What follows belongs to an exercise in optimizing a design on an open flow for small area, a short achievable clock period and few clock cycles per item; a production flow would make more cautious choices. At most, simulation tests tie the RTL to the original design; equivalence was not proved. Power is estimated from default activity; no workload was simulated.

## job 101
## oncore_crc
module oncore_crc (
    input  wire        clk,
    input  wire        rst_n,        
    input  wire [1:0]  cmd,          
    input  wire [4:0]  cmd_order,    
    input  wire [15:0] cmd_poly,     
    input  wire [15:0] cmd_init,     
    input  wire [7:0]  cmd_data,     
    output wire        cmd_ready,
    output wire        res_valid,
    output wire [15:0] res
);
Size in the first run: ~680 cells after synthesis, ~67 I/O pins, about 5400 um^2 of cells after synthesis.
==> flow/config.mk <==
export PLATFORM = sky130hd
export DESIGN_NAME = oncore_crc
export DESIGN_NICKNAME = oncore_crc
export VERILOG_FILES = /design/flow/design.v
export SDC_FILE = /design/flow/constraint.sdc
export NUM_CORES = 4
export LEC_CHECK = 0
export CAP_MARGIN = 20
export CORE_MARGIN = 2
export CORE_UTILIZATION = 40
export CTS_BUF_LIST = sky130_fd_sc_hd__clkbuf_8
export SETUP_SLACK_MARGIN = 3.75
export SLEW_MARGIN = 20
==> flow/constraint.sdc <==
create_clock -name core_clock -period 6.0 [get_ports {clk}]
set_input_delay 1.2000 -clock core_clock [delete_from_list [all_inputs] [get_ports {clk}]]
set_output_delay 1.2000 -clock core_clock [all_outputs]
set_load 0.01 [all_outputs]
standard.sh (not shown) runs the stock make flow with config.mk's settings and CLKGATE_MAP_FILE= SYNTH_SCRIPT=/design/flow/synth_recipe.tcl, a recipe that flattens the netlist after the stock synthesis.
==> flow/flow/run.sh <==
#!/bin/bash
# Standard layout, but the port buffers that global placement inserts use
# buf_1 instead of the slow clkdlybuf4s50_1 that buffer_ports picks by itself.
set -euo pipefail
export BUFFER_PORTS_ARGS="-buffer_cell sky130_fd_sc_hd__buf_1"
bash standard.sh > standard.log 2>&1
Job 101 did not stop at any stage, and its layout met the timing, design-rule and antenna checks.
Testbench counts of job 101, summed over its fixed seeds: cycles 35,351, bytes 32,800.
Inputs modified between job 101 and job 102:
- SETUP_SLACK_MARGIN now 3.25, was 3.75
- CTS_CLUSTER_DIAMETER now 100, previously not set
- CTS_CLUSTER_SIZE now 25, previously not set
==> comparison <==
Global-route usage is lower on job 102. Est. power | job 102 vs job 101 | job 102 lower. On tapcell count, job 101 and job 102 are neck and neck. Diff job 101..job 102 | flip-flop and latch count | unchanged. Comparing job 101 against job 102, there is no change at all in share of synthesized cell area in and, or, nand and nor gates. Between job 101 and job 102, clock power share increased. Routed wire length, job 102 vs job 101: down by more than 10%. Measured against each other, job 101 and job 102 differ in met1 wire length, the higher figure coming from job 101. [job 102] final critical-path setup slack fell 68 ps relative to job 101.

========
## before
oncore_crc, a different RTL version from the one above (not shown whole).
For scale: roughly 720 cells after synthesis, ~67 I/O pins, about 6000 um2 of cells after synthesis.
Design oncore_crc, start of the top module:
module oncore_crc (
    input  wire        clk,
    input  wire        rst_n,        
    input  wire [1:0]  cmd,          
    input  wire [4:0]  cmd_order,    
    input  wire [15:0] cmd_poly,     
    input  wire [15:0] cmd_init,     
    input  wire [7:0]  cmd_data,     
    output wire        cmd_ready,
    output wire        res_valid,
    output wire [15:0] res
);
    localparam [1:0] CMD_START  = 2'd1;
    localparam [1:0] CMD_BYTE   = 2'd2;
    localparam [1:0] CMD_FINISH = 2'd3;
    reg [15:0] crc;          
    reg [15:0] poly;         
    reg [6:0]  q;            
    reg [3:0]  nlo;          
    reg [7:0]  data;
    reg        data_v;
    reg [15:0] rsh;
    reg [3:0]  rcnt;         
    reg        rbusy;
    reg        fin_r;        
    wire rfree = !rbusy || (rcnt == 4'd0);
    wire rload = fin_r && rfree;
    assign cmd_ready = !fin_r || rfree;
    assign res_valid = rbusy && (rcnt == 4'd0);
    assign res       = rsh;
    wire       start  = (cmd == CMD_START);
    function [15:0] align;
        input [15:0] x;
        input [4:0]  n;
        reg   [31:0] y;
        begin
            y = {x, 16'b0};
            y = n[0] ? {1'b0, y[31:1]} : y;
            y = n[1] ? {2'b0, y[31:2]} : y;
            y = n[2] ? {4'b0, y[31:4]} : y;
            y = n[3] ? {8'b0, y[31:8]} : y;
            align = y[15:0] | (x & {16{n[4]}});
        end
    endfunction
    wire [15:0] crc_init  = align(cmd_init, cmd_order);
    wire [15:0] poly_init = align(cmd_poly, cmd_order);
    reg [7:0] qn;
    integer m, j;
    always @* begin
        qn = 8'd1;
        for (m = 1; m < 8; m = m + 1) begin
            qn[m] = 1'b0;
  ...
clock: 6.0 ns
lec_check: 0
cap_margin: 20
core_margin: 2
core_utilization: 40
cts_buf_list: sky130_fd_sc_hd__clkbuf_8
setup_slack_margin: 3
slew_margin: 20
==> flow/flow/run.sh <==
#!/bin/bash
# Standard layout, but the port buffers that global placement inserts use
# buf_2 instead of the slow clkdlybuf4s50_1 that buffer_ports picks by itself.
set -euo pipefail
export BUFFER_PORTS_ARGS="-buffer_cell sky130_fd_sc_hd__buf_1"
bash standard.sh > standard.log 2>&1
Here is what was changed in the inputs of after compared with before.
Settings: clearing CTS_BUF_LIST, which used to be sky130_fd_sc_hd__clkbuf_8.
diff --git a/flow/flow/run.sh b/flow/flow/run.sh
--- a/flow/flow/run.sh
+++ b/flow/flow/run.sh
@@ -5 +5 @@
-export BUFFER_PORTS_ARGS="-buffer_cell sky130_fd_sc_hd__buf_1"
+export BUFFER_PORTS_ARGS="-buffer_cell sky130_fd_sc_hd__buf_2"
Findings:
after: met3 wire length is 190 um lower than what before reported. before was smaller in final cell area than after. Comparing after and before, total number of cells along the worst setup path is lower on after. after vs before — clock network power consumption climbed by more than 10%. The met1 track demand over resource reported for after is smaller than that of before by 1.1 points. Number of nets in the layout in after is about 0.6% lower than in before. Switching power summed over all nets delta (after − before): favourable. after supports a higher top clock frequency than before. Compared with before, after is the more power-hungry design. Compared after vs before, and multi-input combinational cell area is down in after. Of after and before, the run reporting the lower part of the total power dissipated in the clock network was before.
No run of this note included a check of the RTL's function; only the layout flow was run.

==> what the ideal ports hide <==
In the flow no input, the clock included, has a driving cell. The finished layouts below were timed again as built, in two steps. Step 1 sets driving cells, clkbuf_16 on the clock port and buf_2 on the other inputs (assumed; they add their load-dependent delay and slew). Step 2 times the ports against the registers' clock, not the clock port: input delays grow and output delays shrink by t, the midpoint of the rising clock arrivals with the driver on. a / b / c = no drivers / after step 1 / after step 2; a / b = the first two.
run | shift t [ns] | setup slack, ns | worst slew at a driven data input, ns
job 101 | 0.391 | 3.397 / 3.306 / 2.915 | 0.13
job 102 | 0.398 | 3.328 / 3.245 / 2.847 | 0.12
before | 0.388 | 3.076 / 3.076 / 2.717 | 0.03
after | 0.382 | 3.093 / 3.099 / 2.717 | 0.04
After both steps setup and hold are still met in every run listed. The setup slack of job 101, which loses most, moves by -0.091 ns with the drivers and by -0.482 ns with both steps.
